From an optimization exercise on the open Yosys and OpenROAD flow, aimed at small area, a short achievable clock period and few clock cycles per item; shortcuts taken in it are not production practice. For this run, only the layout was checked, not whether the RTL still works.

**flow/run.sh**
```bash
#!/bin/bash
# synth_recipe.tcl (not shown) runs the flow's synth.tcl, then flattens the netlist and writes it again
# the make line also repeats each setting of config.mk as NAME=value (left out here)
make -C /OpenROAD-flow-scripts/flow DESIGN_CONFIG=/design/flow/config.mk WORK_HOME=/design/flow/orfs CLKGATE_MAP_FILE= SYNTH_SCRIPT=/design/flow/synth_recipe.tcl finish
```
**flow/config.mk**
```make
export PLATFORM = sky130hd
export DESIGN_NAME = rf5c400_mixer
export DESIGN_NICKNAME = rf5c400_mixer
export VERILOG_FILES = /design/flow/design.v
export SDC_FILE = /design/flow/constraint.sdc
export NUM_CORES = 4
export LEC_CHECK = 0
export CAP_MARGIN = 20
export CORE_MARGIN = 2
export CORE_UTILIZATION = 40
export SLEW_MARGIN = 20
export SYNTH_MEMORY_MAX_BITS = 32768
```
**flow/constraint.sdc**
```tcl
create_clock -name core_clock -period 60.0 [get_ports {clk}]
set_input_delay 12.0000 -clock core_clock [delete_from_list [all_inputs] [get_ports {clk}]]
set_output_delay 12.0000 -clock core_clock [all_outputs]
set_load 0.01 [all_outputs]
```
**flow/design.v**
```verilog
module rf5c_vol_rom (
    input  wire [7:0] idx,
    output reg  [7:0] vol_gain
);
  always @* begin
    case (idx)
      8'd0: vol_gain = 8'd255;
      8'd1: vol_gain = 8'd246;
      8'd2: vol_gain = 8'd239;
      8'd3: vol_gain = 8'd231;
      8'd4: vol_gain = 8'd224;
      8'd5: vol_gain = 8'd216;
      8'd6: vol_gain = 8'd209;
      8'd7: vol_gain = 8'd203;
      8'd8: vol_gain = 8'd196;
      8'd9: vol_gain = 8'd190;
      8'd10: vol_gain = 8'd184;
      8'd11: vol_gain = 8'd178;
      8'd12: vol_gain = 8'd172;
      8'd13: vol_gain = 8'd167;
      8'd14: vol_gain = 8'd162;
      8'd15: vol_gain = 8'd156;
      8'd16: vol_gain = 8'd151;
      8'd17: vol_gain = 8'd147;
      8'd18: vol_gain = 8'd142;
      8'd19: vol_gain = 8'd137;
      8'd20: vol_gain = 8'd133;
      8'd21: vol_gain = 8'd129;
      8'd22: vol_gain = 8'd125;
      8'd23: vol_gain = 8'd121;
      8'd24: vol_gain = 8'd117;
      8'd25: vol_gain = 8'd113;
      8'd26: vol_gain = 8'd109;
      8'd27: vol_gain = 8'd106;
      8'd28: vol_gain = 8'd102;
      8'd29: vol_gain = 8'd99;
      8'd30: vol_gain = 8'd96;
      8'd31: vol_gain = 8'd93;
      8'd32: vol_gain = 8'd90;
      8'd33: vol_gain = 8'd87;
      8'd34: vol_gain = 8'd84;
      8'd35: vol_gain = 8'd82;
      8'd36: vol_gain = 8'd79;
      8'd37: vol_gain = 8'd76;
      8'd38: vol_gain = 8'd74;
      8'd39: vol_gain = 8'd72;
      8'd40: vol_gain = 8'd69;
      8'd41: vol_gain = 8'd67;
      8'd42: vol_gain = 8'd65;
      8'd43: vol_gain = 8'd63;
      8'd44: vol_gain = 8'd61;
      8'd45: vol_gain = 8'd59;
      8'd46: vol_gain = 8'd57;
      8'd47: vol_gain = 8'd55;
      8'd48: vol_gain = 8'd53;
      8'd49: vol_gain = 8'd52;
      8'd50: vol_gain = 8'd50;
      8'd51: vol_gain = 8'd48;
      8'd52: vol_gain = 8'd47;
      8'd53: vol_gain = 8'd45;
      8'd54: vol_gain = 8'd44;
      8'd55: vol_gain = 8'd42;
      8'd56: vol_gain = 8'd41;
      8'd57: vol_gain = 8'd40;
      8'd58: vol_gain = 8'd38;
      8'd59: vol_gain = 8'd37;
      8'd60: vol_gain = 8'd36;
      8'd61: vol_gain = 8'd35;
      8'd62: vol_gain = 8'd34;
      8'd63: vol_gain = 8'd33;
      8'd64: vol_gain = 8'd32;
      8'd65: vol_gain = 8'd31;
      8'd66: vol_gain = 8'd30;
      8'd67: vol_gain = 8'd29;
      8'd68: vol_gain = 8'd28;
      8'd69: vol_gain = 8'd27;
      8'd70: vol_gain = 8'd26;
      8'd71: vol_gain = 8'd25;
      8'd72: vol_gain = 8'd24;
      8'd73: vol_gain = 8'd23;
      8'd74: vol_gain = 8'd23;
      8'd75: vol_gain = 8'd22;
      8'd76: vol_gain = 8'd21;
      8'd77: vol_gain = 8'd21;
      8'd78: vol_gain = 8'd20;
      8'd79: vol_gain = 8'd19;
      8'd80: vol_gain = 8'd19;
      8'd81: vol_gain = 8'd18;
      8'd82: vol_gain = 8'd17;
      8'd83: vol_gain = 8'd17;
      8'd84: vol_gain = 8'd16;
      8'd85: vol_gain = 8'd16;
      8'd86: vol_gain = 8'd15;
      8'd87: vol_gain = 8'd15;
      8'd88: vol_gain = 8'd14;
      8'd89: vol_gain = 8'd14;
      8'd90: vol_gain = 8'd13;
      8'd91: vol_gain = 8'd13;
      8'd92: vol_gain = 8'd12;
      8'd93: vol_gain = 8'd12;
      8'd94: vol_gain = 8'd12;
      8'd95: vol_gain = 8'd11;
      8'd96: vol_gain = 8'd11;
      8'd97: vol_gain = 8'd11;
      8'd98: vol_gain = 8'd10;
      8'd99: vol_gain = 8'd10;
      8'd100: vol_gain = 8'd10;
      8'd101: vol_gain = 8'd9;
      8'd102: vol_gain = 8'd9;
      8'd103: vol_gain = 8'd9;
      8'd104: vol_gain = 8'd8;
      8'd105: vol_gain = 8'd8;
      8'd106: vol_gain = 8'd8;
      8'd107: vol_gain = 8'd7;
      8'd108: vol_gain = 8'd7;
      8'd109: vol_gain = 8'd7;
      8'd110: vol_gain = 8'd7;
      8'd111: vol_gain = 8'd7;
      8'd112: vol_gain = 8'd6;
      8'd113: vol_gain = 8'd6;
      8'd114: vol_gain = 8'd6;
      8'd115: vol_gain = 8'd6;
      8'd116: vol_gain = 8'd5;
      8'd117: vol_gain = 8'd5;
      8'd118: vol_gain = 8'd5;
      8'd119: vol_gain = 8'd5;
      8'd120: vol_gain = 8'd5;
      8'd121: vol_gain = 8'd5;
      8'd122: vol_gain = 8'd4;
      8'd123: vol_gain = 8'd4;
      8'd124: vol_gain = 8'd4;
      8'd125: vol_gain = 8'd4;
      8'd126: vol_gain = 8'd4;
      8'd127: vol_gain = 8'd4;
      8'd128: vol_gain = 8'd4;
      8'd129: vol_gain = 8'd3;
      8'd130: vol_gain = 8'd3;
      8'd131: vol_gain = 8'd3;
      8'd132: vol_gain = 8'd3;
      8'd133: vol_gain = 8'd3;
      8'd134: vol_gain = 8'd3;
      8'd135: vol_gain = 8'd3;
      8'd136: vol_gain = 8'd3;
      8'd137: vol_gain = 8'd3;
      8'd138: vol_gain = 8'd2;
      8'd139: vol_gain = 8'd2;
      8'd140: vol_gain = 8'd2;
      8'd141: vol_gain = 8'd2;
      8'd142: vol_gain = 8'd2;
      8'd143: vol_gain = 8'd2;
      8'd144: vol_gain = 8'd2;
      8'd145: vol_gain = 8'd2;
      8'd146: vol_gain = 8'd2;
      8'd147: vol_gain = 8'd2;
      8'd148: vol_gain = 8'd2;
      8'd149: vol_gain = 8'd2;
      8'd150: vol_gain = 8'd1;
      8'd151: vol_gain = 8'd1;
      8'd152: vol_gain = 8'd1;
      8'd153: vol_gain = 8'd1;
      8'd154: vol_gain = 8'd1;
      8'd155: vol_gain = 8'd1;
      8'd156: vol_gain = 8'd1;
      8'd157: vol_gain = 8'd1;
      8'd158: vol_gain = 8'd1;
      8'd159: vol_gain = 8'd1;
      8'd160: vol_gain = 8'd1;
      8'd161: vol_gain = 8'd1;
      8'd162: vol_gain = 8'd1;
      8'd163: vol_gain = 8'd1;
      8'd164: vol_gain = 8'd1;
      8'd165: vol_gain = 8'd1;
      8'd166: vol_gain = 8'd1;
      8'd167: vol_gain = 8'd1;
      8'd168: vol_gain = 8'd1;
      8'd169: vol_gain = 8'd1;
      8'd170: vol_gain = 8'd1;
      8'd171: vol_gain = 8'd1;
      default: vol_gain = 8'd0;
    endcase
  end
endmodule
module rf5c_pan_rom (
    input  wire [7:0]  idx,
    output reg  [63:0] pan_factor
);
  always @* begin
    case (idx)
      8'h00: pan_factor = 64'h3FF0000000000000;
      8'h01: pan_factor = 64'h3FEFC61AF3BC6497;
      8'h02: pan_factor = 64'h3FEF8BCBA7F1EF06;
      8'h03: pan_factor = 64'h3FEF510FCB24F6C5;
      8'h04: pan_factor = 64'h3FEF15E4F5F2F75C;
      8'h05: pan_factor = 64'h3FEEDA48A9EC8905;
      8'h06: pan_factor = 64'h3FEE9E38505B38DB;
      8'h07: pan_factor = 64'h3FEE61B138F18ADB;
      8'h08: pan_factor = 64'h3FEE24B09863434C;
      8'h09: pan_factor = 64'h3FEDE73386E3E33F;
      8'h0A: pan_factor = 64'h3FEDA936FE890BBA;
      8'h0B: pan_factor = 64'h3FED6AB7D98E3C20;
      8'h0C: pan_factor = 64'h3FED2BB2D0771994;
      8'h0D: pan_factor = 64'h3FECEC24780D1D41;
      8'h0E: pan_factor = 64'h3FECAC093F352CCE;
      8'h0F: pan_factor = 64'h3FEC6B5D6C993A71;
      8'h10: pan_factor = 64'h3FEC2A1D1C2195B6;
      8'h11: pan_factor = 64'h3FEBE8443C39124E;
      8'h12: pan_factor = 64'h3FEBA5CE8AD693F2;
      8'h13: pan_factor = 64'h3FEB62B79245E28E;
      8'h14: pan_factor = 64'h3FEB1EFAA5A8E562;
      8'h15: pan_factor = 64'h3FEADA92DD298227;
      8'h16: pan_factor = 64'h3FEA957B11D35980;
      8'h17: pan_factor = 64'h3FEA4FADD90B6E55;
      8'h18: pan_factor = 64'h3FEA09257F9A6B08;
      8'h19: pan_factor = 64'h3FE9C1DC043CA4E6;
      8'h1A: pan_factor = 64'h3FE979CB11A929FC;
      8'h1B: pan_factor = 64'h3FE930EBF7FF0250;
      8'h1C: pan_factor = 64'h3FE8E737A5854CE1;
      8'h1D: pan_factor = 64'h3FE89CA69EA7EF7F;
      8'h1E: pan_factor = 64'h3FE85130F51717DF;
      8'h1F: pan_factor = 64'h3FE804CE3DEBB030;
      8'h20: pan_factor = 64'h3FE7B77586AE0645;
      8'h21: pan_factor = 64'h3FE7691D49160F6B;
      8'h22: pan_factor = 64'h3FE719BB5D55B4BB;
      8'h23: pan_factor = 64'h3FE6C944EAB52824;
      8'h24: pan_factor = 64'h3FE677AE563F1215;
      8'h25: pan_factor = 64'h3FE624EB2F2E0414;
      8'h26: pan_factor = 64'h3FE5D0EE18BD7776;
      8'h27: pan_factor = 64'h3FE57BA8B0EE01B9;
      8'h28: pan_factor = 64'h3FE5250B73B56364;
      8'h29: pan_factor = 64'h3FE4CD0599F67339;
      8'h2A: pan_factor = 64'h3FE47384F37909EB;
      8'h2B: pan_factor = 64'h3FE41875BAECD788;
      8'h2C: pan_factor = 64'h3FE3BBC262C892C0;
      8'h2D: pan_factor = 64'h3FE35D53598D577F;
      8'h2E: pan_factor = 64'h3FE2FD0EC396F6C9;
      8'h2F: pan_factor = 64'h3FE29AD828260C33;
      8'h30: pan_factor = 64'h3FE236900EAD8C53;
      8'h31: pan_factor = 64'h3FE1D01388947E80;
      8'h32: pan_factor = 64'h3FE1673BA2789A7F;
      8'h33: pan_factor = 64'h3FE0FBDCB670C6A8;
      8'h34: pan_factor = 64'h3FE08DC596A95409;
      8'h35: pan_factor = 64'h3FE01CBE84B2814A;
      8'h36: pan_factor = 64'h3FDF510FCB24F6C5;
      8'h37: pan_factor = 64'h3FDE61B138F18ADB;
      8'h38: pan_factor = 64'h3FDD6AB7D98E3C20;
      8'h39: pan_factor = 64'h3FDC6B5D6C993A71;
      8'h3A: pan_factor = 64'h3FDB62B79245E28E;
      8'h3B: pan_factor = 64'h3FDA4FADD90B6E55;
      8'h3C: pan_factor = 64'h3FD930EBF7FF0250;
      8'h3D: pan_factor = 64'h3FD804CE3DEBB030;
      8'h3E: pan_factor = 64'h3FD6C944EAB52824;
      8'h3F: pan_factor = 64'h3FD57BA8B0EE01B9;
      8'h40: pan_factor = 64'h3FD41875BAECD788;
      8'h41: pan_factor = 64'h3FD29AD828260C33;
      8'h42: pan_factor = 64'h3FD0FBDCB670C6A8;
      8'h43: pan_factor = 64'h3FCE61B138F18ADB;
      8'h44: pan_factor = 64'h3FCA4FADD90B6E55;
      8'h45: pan_factor = 64'h3FC57BA8B0EE01B9;
      8'h46: pan_factor = 64'h3FBE61B138F18ADB;
      default: pan_factor = 64'h0000000000000000;
    endcase
  end
endmodule
module rf5c_mul_trunc (
    input  wire signed [15:0] x,
    input  wire        [63:0] f,
    output reg  signed [15:0] y
);
  reg        [15:0] mag;        
  reg        [10:0] exp_eff;    
  reg        [52:0] mant;       
  reg        [69:0] prod;       
  reg        [69:0] rounded;    
  reg        [69:0] drop_mask;
  reg        [69:0] half;
  reg        [69:0] rem;
  reg        [6:0]  msb;        
  reg        [6:0]  drop;       
  reg        [11:0] shift;      
  reg        [69:0] int_part;
  integer i;
  always @* begin
    mag      = x[15] ? -x : x;
    exp_eff  = (f[62:52] == 11'd0) ? 11'd1 : f[62:52];
    mant     = {(f[62:52] != 11'd0), f[51:0]};
    prod     = {54'd0, mag} * {17'd0, mant};
    msb = 7'd0;
    for (i = 0; i < 70; i = i + 1)
      if (prod[i]) msb = i[6:0];
    drop = (msb > 7'd52) ? (msb - 7'd52) : 7'd0;
    drop_mask = (70'd1 << drop) - 70'd1;
    half      = (drop == 7'd0) ? 70'd0 : (70'd1 << (drop - 7'd1));
    rem       = prod & drop_mask;
    rounded   = prod & ~drop_mask;
    if (drop != 7'd0) begin
      if (rem > half || (rem == half && prod[drop]))
        rounded = rounded + (70'd1 << drop);
    end
    shift = 12'd1075 - {1'b0, exp_eff};
    if (shift >= 12'd70)
      int_part = 70'd0;
    else
      int_part = rounded >> shift;
    y = x[15] ? -int_part[15:0] : int_part[15:0];
  end
endmodule
module rf5c400_mixer (
    input  wire        clk,
    input  wire        rst,           
    input  wire        in_valid,
    output wire        in_ready,
    input  wire [15:0] in_word,       
    input  wire [1:0]  in_type,       
    input  wire [7:0]  in_vol,        
    input  wire [63:0] in_level,      
    input  wire [7:0]  in_pan_l,      
    input  wire [7:0]  in_pan_r,      
    output reg         out_valid,
    output reg  [20:0] out_l,         
    output reg  [20:0] out_r          
);
  reg [15:0] decoded;
  always @* begin
    case (in_type)
      2'b11:   decoded = in_word;
      2'b01:   decoded = {in_word[7:0], 8'h00};
      2'b10:   decoded = {in_word[15:8], 8'h00};
      default: decoded = 16'h0000;
    endcase
  end
  wire signed [15:0] sample = decoded[15] ? (decoded ^ 16'h7FFF) : decoded;
  wire [7:0] vol_gain;
  rf5c_vol_rom u_vol (.idx(in_vol), .vol_gain(vol_gain));
  wire signed [24:0] vol_prod = sample * $signed({1'b0, vol_gain});
  wire signed [15:0] p9 = vol_prod[24:9];
  wire signed [15:0] env_out;
  rf5c_mul_trunc u_env (.x(p9), .f(in_level), .y(env_out));
  wire [63:0] pan_l_factor, pan_r_factor;
  rf5c_pan_rom u_pan_l (.idx(in_pan_l), .pan_factor(pan_l_factor));
  rf5c_pan_rom u_pan_r (.idx(in_pan_r), .pan_factor(pan_r_factor));
  wire signed [15:0] contrib_l, contrib_r;
  rf5c_mul_trunc u_mul_l (.x(env_out), .f(pan_l_factor), .y(contrib_l));
  rf5c_mul_trunc u_mul_r (.x(env_out), .f(pan_r_factor), .y(contrib_r));
  assign in_ready = 1'b1;
  wire accept = in_valid & in_ready;
  reg [4:0]  voice_cnt;
  reg [20:0] acc_l, acc_r;
  wire [20:0] sum_l = acc_l + {{5{contrib_l[15]}}, contrib_l};
  wire [20:0] sum_r = acc_r + {{5{contrib_r[15]}}, contrib_r};
  always @(posedge clk) begin
    if (rst) begin
      voice_cnt <= 5'd0;
      acc_l     <= 21'd0;
      acc_r     <= 21'd0;
      out_valid <= 1'b0;
      out_l     <= 21'd0;
      out_r     <= 21'd0;
    end else begin
      out_valid <= 1'b0;
      if (accept) begin
        voice_cnt <= voice_cnt + 5'd1;
        if (voice_cnt == 5'd31) begin
          out_valid <= 1'b1;
          out_l     <= sum_l;
          out_r     <= sum_r;
          acc_l     <= 21'd0;
          acc_r     <= 21'd0;
        end else begin
          acc_l <= sum_l;
          acc_r <= sum_r;
        end
      end
    end
  end
endmodule
```
==> run notes <==
- The flow ran to the end and the layout has no timing, DRC or antenna violations.
- The number of standard-cell rows in the floorplan is 220.
- In this run the worst hold path is classified as reg -> reg.
- The average wire per cell in the routed design is 23.26 µm.
- The tool flagged a number of max-cap violations equal to 0.
- TritonCTS built the clock tree.
- The max-slew violation total from the final report is 0.
- The most used flip-flop cell after synthesis is dfxtp_1.
- The Yosys step of the flow raised 4 warnings.
- The die footprint is 365000 µm².
- The initial core utilization is 40.16%.
- The H-tree generated during clock tree synthesis spans 3 levels.
- The maximum fanout along the worst path is 19.
- In the layout the commonest cells are 2937 x buf_4, 2495 x nand2_1, 2239 x fa_1, 2180 x inv_1, 1505 x nor2_1.
- Once detail routing completed, the nets flagged for antenna violations numbered 0.
- The delay of the slowest critical-path stage is 610 ps.
- After detailed routing, the total wire length is 610.0 mm.
- The worst slew margin relative to its limit is 18.74%.
- The number of buffers on the longest clock path is 2.
- The post-synthesis cell type count is 134.
- The worst setup path is launched from an input pin.
- Across every metal layer, demand over resource in global routing totals 32.97%.
- The cell count after synthesis is 19220.
- The count of endpoints failing hold in the final timing report was 0.
- The final-report setup violation count is 0.
- CTS saw 90 sinks.
- The via count of the first global-routing pass is 153900.
- The worst path needs 57780 ps of the cycle, external delays included.
- At the worst endpoint, the arrival time is 57980 ps.
- The library cell used most frequently in the layout, excluding fill and tap cells, is buf_4.
- Hold repair after CTS inserted 0 buffers.
- The area of all placed cells without fillers is 172200 µm².
- The flop and latch count out of synthesis is 90.
- The multi-input gate area in the final layout is 131300 µm².
- The detail-routed via count per cell is 5.837.
- The final-stage net count is 24780.
- The clock transition at the registers of the reported paths is 70 ps.
- In this run, the number of DRC markers left after iteration 0 of detailed routing was 13980.
- In the final layout, flip-flops and latches occupy 1802 µm².
- The routability congestion estimate is 1.045.
- The post-placement worst setup slack is 629.1 ps.
- The area of the placeable core is 358700 µm².
- During placement, the flow inserted port buffers numbering 150.
- On the final layout, the worst clock skew is 6.667 ps.
- The actual transition at the worst max-transition pin is 1219 ps.
- The post-detailed-placement half-perimeter wirelength is 499.3 mm.
- The fraction of registers with async set or reset after synthesis is 0%.
- For this design the top-level I/O count stands at 153.
- The number of buffers created by CTS is 9.
- The cell sitting at the root of the clock tree is a clkbuf_16.
- The wire length of the first global-routing pass is 936.4 mm.
- The post-route non-filler standard cell count is 26230.
- The initial antenna violation count is 14.
- By area the synthesized netlist is led by fa_1 31%, ha_1 8.5%, nand2_1 6.5%.
- The layout has 36040 filler cells.
- Before antenna repair, the detailed router went through 6 iterations.
- The clock reaches the later pin of the worst-skew pair after 350 ps.
- The vertical die dimension is 604.1 µm.
- The highest-delay cell along the critical path is xor2_4.
- The netlist area before placement is 144100 µm².
- The number of enable-type register cells in the synthesized netlist is 0.
- The most numerous cell type found on the critical path is buf_4.
- Including well taps, the total number of placed cells is 26180.
- From synthesis to final layout, the design area changed by 19.52%.
- The register area share after synthesis is 1.251%.
- The worst setup path is of the in -> reg kind.
- The fraction of post-synthesis cell area in the top cell type by area is 31.11%.
- The biggest area contributor in the post-synthesis netlist is fa_1.
- The worst path uses 96.31% of the clock period.
- Entering global routing, the biggest net connects 95 pins.
- The worst setup slack after layout is 2217 ps.
- The residual overflow from global routing is 0.
- The via count is 153100.
- The count of unresolved DRC violations after routing is 0.
- The x dimension of the die is 604.1 µm.
- The post-synthesis average cell area is 7.497 µm².
- The utilization of the core after routing is 48.00%.
- Data on the critical path is required at its endpoint by 60190 ps.
- The placed instances occupy a cell area of 171300 µm².
- Timing would allow up to 17.31 MHz.
- STA classifies the critical path endpoint as a register.
- Cells with a size suffix above 1 make up 16.41% of the layout.
[path summary, 6_finish.rpt]
kind                to  slack [ps]  cells past startpoint      start
max          acc_r[20]        2220                    204  in_vol[1]
min           out_l[6]         460                      2   out_l[6]
max reg2reg  acc_l[20]       55700                     26   acc_l[0]
min reg2reg   out_l[6]         460                      2   out_l[6]
[Yosys cell counts, drive strengths merged, types with 47 or more instances]
master	n
a21o	353
nand2b	210
o311ai	77
a221oi	66
a31oi	232
o2111ai	47
a311oi	69
nor4	101
or3	129
and2	429
nor2b	924
o21ai	791
xor2	153
ha	984
o31ai	103
mux2i	154
clkbuf	958
o211ai	201
a2111oi	60
nand2	2496
and3	211
inv	2185
xnor2	258
o22ai	74
a21oi	1182
nor3	546
o21a	142
nor2	1523
o21bai	148
or2	114
a211oi	228
nand4	230
fa	2239
nand3	385
buf	230
a21boi	55
a211o	78
dfxtp	90
[cell families after synthesis]
group                    share of synthesized area [%]
flip-flops                                       1.251
multiplexers                                     2.078
AO/OA/AOI/OAI                                    20.47
AND/OR/NAND/NOR                                  25.02
adder cells (fa/ha/maj)                          39.66
buffers and inverters                            9.002
other                                         0.005213
XOR/XNOR                                         2.509
[flip-flops by register name, summed over array words and instances, names as in the netlist]
name,count
out_valid,1
voice_cnt,5
out_r,21
acc_r,21
out_l,21
acc_l,21
[layer usage]
metal	track usage (%)	vias to the layer above	part of all wire (%)
met4	17.18	8	6.4
met5	0	-	0.0095
met3	3.466	1534	7.0
met2	55.22	6777	47
met1	41.96	75570	40
li1	-	69200	-
[final cells by class]
class	count	area share, %
inverter	2192	4.779
antenna	4	0.005814
sequential	90	1.046
tap	4773	3.469
timing repair buffer	3144	14.29
clock inverter	7	0.04578
multi-input combinational	16010	76.23
clock buffer	9	0.1308
[critical path: cells and delay by family]
family,cells,cell delay [ps]
compound gates,88,18240
fa+ha+maj,27,11420
xor+xnor,6,1750
mux,2,510
buf+inv,33,5460
simple gates,48,8470
[metrics by stage]
step                TNS [ps]  hold WS, ps
floorplan                  0        450.4
global route          -353.7        473.7
CTS                        0        458.2
detailed placement         0        449.1
global placement           0        445.1
finish                     0        455.8
[what timing repair did]
item	4_1_cts	5_1_grt
gates resized for setup	0	81
endpoints found under the setup margin	0	69
buffers inserted	0	24
endpoints found under the hold margin	0	0

==> static timing again, ports no longer ideal <==
How much do the figures lean on ideal ports? The routed layout below was timed once more, with nothing changed but the port constraints. Step 1: set_driving_cell puts a clkbuf_16 on clk and a buf_2 on each other input, an assumption about the parent block. Step 2 moves the port delays by t, midway between the first and last clock arrival at a register: inputs arrive t later, outputs are due t later. That takes back most of the time a late clock gives input paths. Three values: ideal ports, drivers, drivers and shift; two values: the first two.
shift t [ns]: 0.373
setup slack, ns: 2.217 / 2.220 / 1.847
hold slack, ns: 0.456 / 0.456 / 0.456
worst register clock-pin slew, ns: 0.07 / 0.07
worst slew at a driven data input, ns: 0.15
After both steps setup and hold are still met in this run. For this run, drivers alone change the setup slack by +0.003 ns; drivers and shift together by -0.370 ns.
